Background: an optimization exercise with open tools, aiming at small area, a short achievable clock period and few clock cycles. Do not read the settings as production practice. In this exercise RTL edits were held to simulation tests only and were not proved equivalent to the original. Power figures rest on the tool's default switching activity, not on a simulated workload.

tundra:
## raster_block
module raster_block (
    input  wire        clk,
    input  wire        rst,           
    input  wire        reg_valid,
    input  wire        reg_write,
    input  wire [5:0]  reg_addr,
    input  wire [31:0] reg_wdata,
    output reg  [31:0] reg_rdata,
    output wire        reg_berr,
    output wire        pix_re,
    output wire [15:0] pix_addr,
    input  wire [7:0]  pix_rdata,
    output wire        bmp_re,
    output wire        bmp_we,
    output wire [12:0] bmp_addr,
    output wire [7:0]  bmp_wdata,
    input  wire [7:0]  bmp_rdata,
    output wire        out_we,
    output wire [14:0] out_addr,
    output wire [7:0]  out_wdata,
    output wire        busy_o
);
export LEC_CHECK = 0
export ABC_AREA = 1
export CAP_MARGIN = 20
export CORE_MARGIN = 2
export CORE_UTILIZATION = 40
export CTS_CLUSTER_DIAMETER = 150
export CTS_CLUSTER_SIZE = 20
export PLACE_DENSITY = 0.6
export SETUP_SLACK_MARGIN = 5
export SLEW_MARGIN = 20
export TNS_END_PERCENT = 20
create_clock -name core_clock -period 11.0 [get_ports {clk}]
standard.sh (not shown) runs the stock make flow with config.mk's settings and CLKGATE_MAP_FILE= SYNTH_SCRIPT=/design/flow/synth_recipe.tcl, a recipe that flattens the netlist after the stock synthesis.
==> flow/flow/run.sh <==
#!/bin/bash
set -euo pipefail
bash standard.sh "BUFFER_PORTS_ARGS=-buffer_cell sky130_fd_sc_hd__buf_1" \
    "SETUP_SLACK_MARGIN=5.3" finish > make.log 2>&1
Testbench counts of tundra, summed over its fixed seeds: cycles 1,107,324.
Input changes introduced in garnet (baseline for comparison: tundra):
==> flow/flow/run.sh <==
#!/bin/bash
# Layout: the standard ORFS flow (standard.sh, with the standard
# synthesis unchanged), except that the port buffers which placement puts on
# every input and output are sky130_fd_sc_hd__buf_1 cells instead of the
# resizer's default pick (a delay cell, clkdlybuf4s50_1); timing repair still
# resizes them where a path needs it. Each ORFS step writes its full log
# under orfs/logs/; make's own output goes to make.log here.
set -euo pipefail
bash standard.sh "BUFFER_PORTS_ARGS=-buffer_cell sky130_fd_sc_hd__buf_1" finish > make.log 2>&1
Notes after the runs:
Sort garnet and tundra by met2 layer usage reported by global route, descending, and tundra comes first.
Looking at shortest period the worst path allows, garnet sits above tundra.
On wire length per cell after detailed routing: garnet sits below tundra.
Per the comparison of garnet with tundra, unique cell type count in the Yosys netlist comparable; final instance area lower.
Summary of garnet over tundra: detailed route wirelength on metal3 lost 650 um, pin slew with the least headroom to its limit picked up an extra 23 ps, fraction of the cycle the final worst path needs picked up an extra 0.16 points.
Summary — sequential share of layout area, garnet relative to tundra: higher, by 1.0 points.
On proportion of total power due to net switching: between garnet and tundra, it ends up lower for garnet.
For nickel, these inputs were changed with respect to garnet:
- swapping 40 for 50 in CORE_UTILIZATION
- swapping 0.6 for 0.7 in PLACE_DENSITY
==> comparison <==
nickel: fraction of final layout cells with drive strength greater than 1 lower than garnet. Worst-case reg-to-reg path depth in nickel is about 3.7% below garnet. Summary — die area, nickel relative to garnet: lower, by about 20%. Lower combinational group share of total power goes to nickel over garnet. The share of the final layout cell area in multi-input gates of garnet and that of nickel are within noise of each other.
The following lists how yarrow was set up differently from nickel:
- CORE_UTILIZATION: 50 -> 40
- TNS_END_PERCENT: 20 -> unset
- PLACE_DENSITY: 0.7 -> 0.6
[summary]
| setup slack | yarrow vs nickel | better |
Between nickel and yarrow, the flow reports final instance area increasing by a few percent.
[compare] base=nickel new=yarrow: relative area change from synthesis to final layout saw an increase; sequential share of power went down 0.5 points; first-pass GRT wire length climbed about 7%.
#### Input delta (ember over yarrow)
- a change of PLACE_DENSITY from 0.6 to 0.7
- a change of CORE_UTILIZATION from 40 to 50
- an added TNS_END_PERCENT of 20
==> flow/flow/run.sh <==
#!/bin/bash
# Layout: the standard ORFS flow (standard.sh, with the standard
# synthesis unchanged), except that the port buffers which placement puts on
# every input and output are sky130_fd_sc_hd__buf_2 cells instead of the
# resizer's default pick (a delay cell, clkdlybuf4s50_1); timing repair still
# resizes them where a path needs it. Each ORFS step writes its full log
# under orfs/logs/; make's own output goes to make.log here.
set -euo pipefail
bash standard.sh "BUFFER_PORTS_ARGS=-buffer_cell sky130_fd_sc_hd__buf_2" finish > make.log 2>&1
## What came out
Going from yarrow to ember, the least setup slack across all paths after layout was found to have gone down by 47 ps.
[compare] base=yarrow new=ember: number of vias after detailed routing barely changed; power dropped 0.57%.
Maximum single-stage delay on the critical path was lower in the run labelled yarrow.
The power of the clock network of ember and that of yarrow are within noise of each other.
The higher part of the total power dissipated in sequential elements came out of ember.
In the flow results for ember and yarrow, the synthesis-to-layout area growth is larger on yarrow.
On global router's overall resource usage: ember sits above yarrow.

-- port drivers added, routing unchanged --
Ports are ideal in the flow. The routed layouts listed here were re-timed in OpenROAD. Step 1 assumes that a clkbuf_16 drives the clock port and a buf_2 every other input. Step 2 times the ports against the registers' clock, not the clock port: input delays grow and output delays shrink by t, the midpoint of the rising clock arrivals with the driver on. Slacks: ideal / step 1 / step 2; pairs: ideal / step 1.
| run | t, ns | setup slack, ns | worst hold slack (ns) |
|---|---|---|---|
| tundra | 0.579 | 5.022 / 4.971 / 4.971 | 0.478 / 0.478 / 0.478 |
| garnet | 0.577 | 5.005 / 4.941 / 4.941 | 0.475 / 0.475 / 0.475 |
| nickel | 0.570 | 4.956 / 4.927 / 4.927 | 0.484 / 0.484 / 0.484 |
| yarrow | 0.574 | 5.033 / 4.983 / 4.983 | 0.475 / 0.475 / 0.475 |
| ember | 0.572 | 4.986 / 4.956 / 4.956 | 0.488 / 0.488 / 0.488 |
After both steps every run listed still meets setup and hold. For garnet, which loses most, drivers alone change the setup slack by -0.064 ns; drivers and shift together by -0.064 ns.
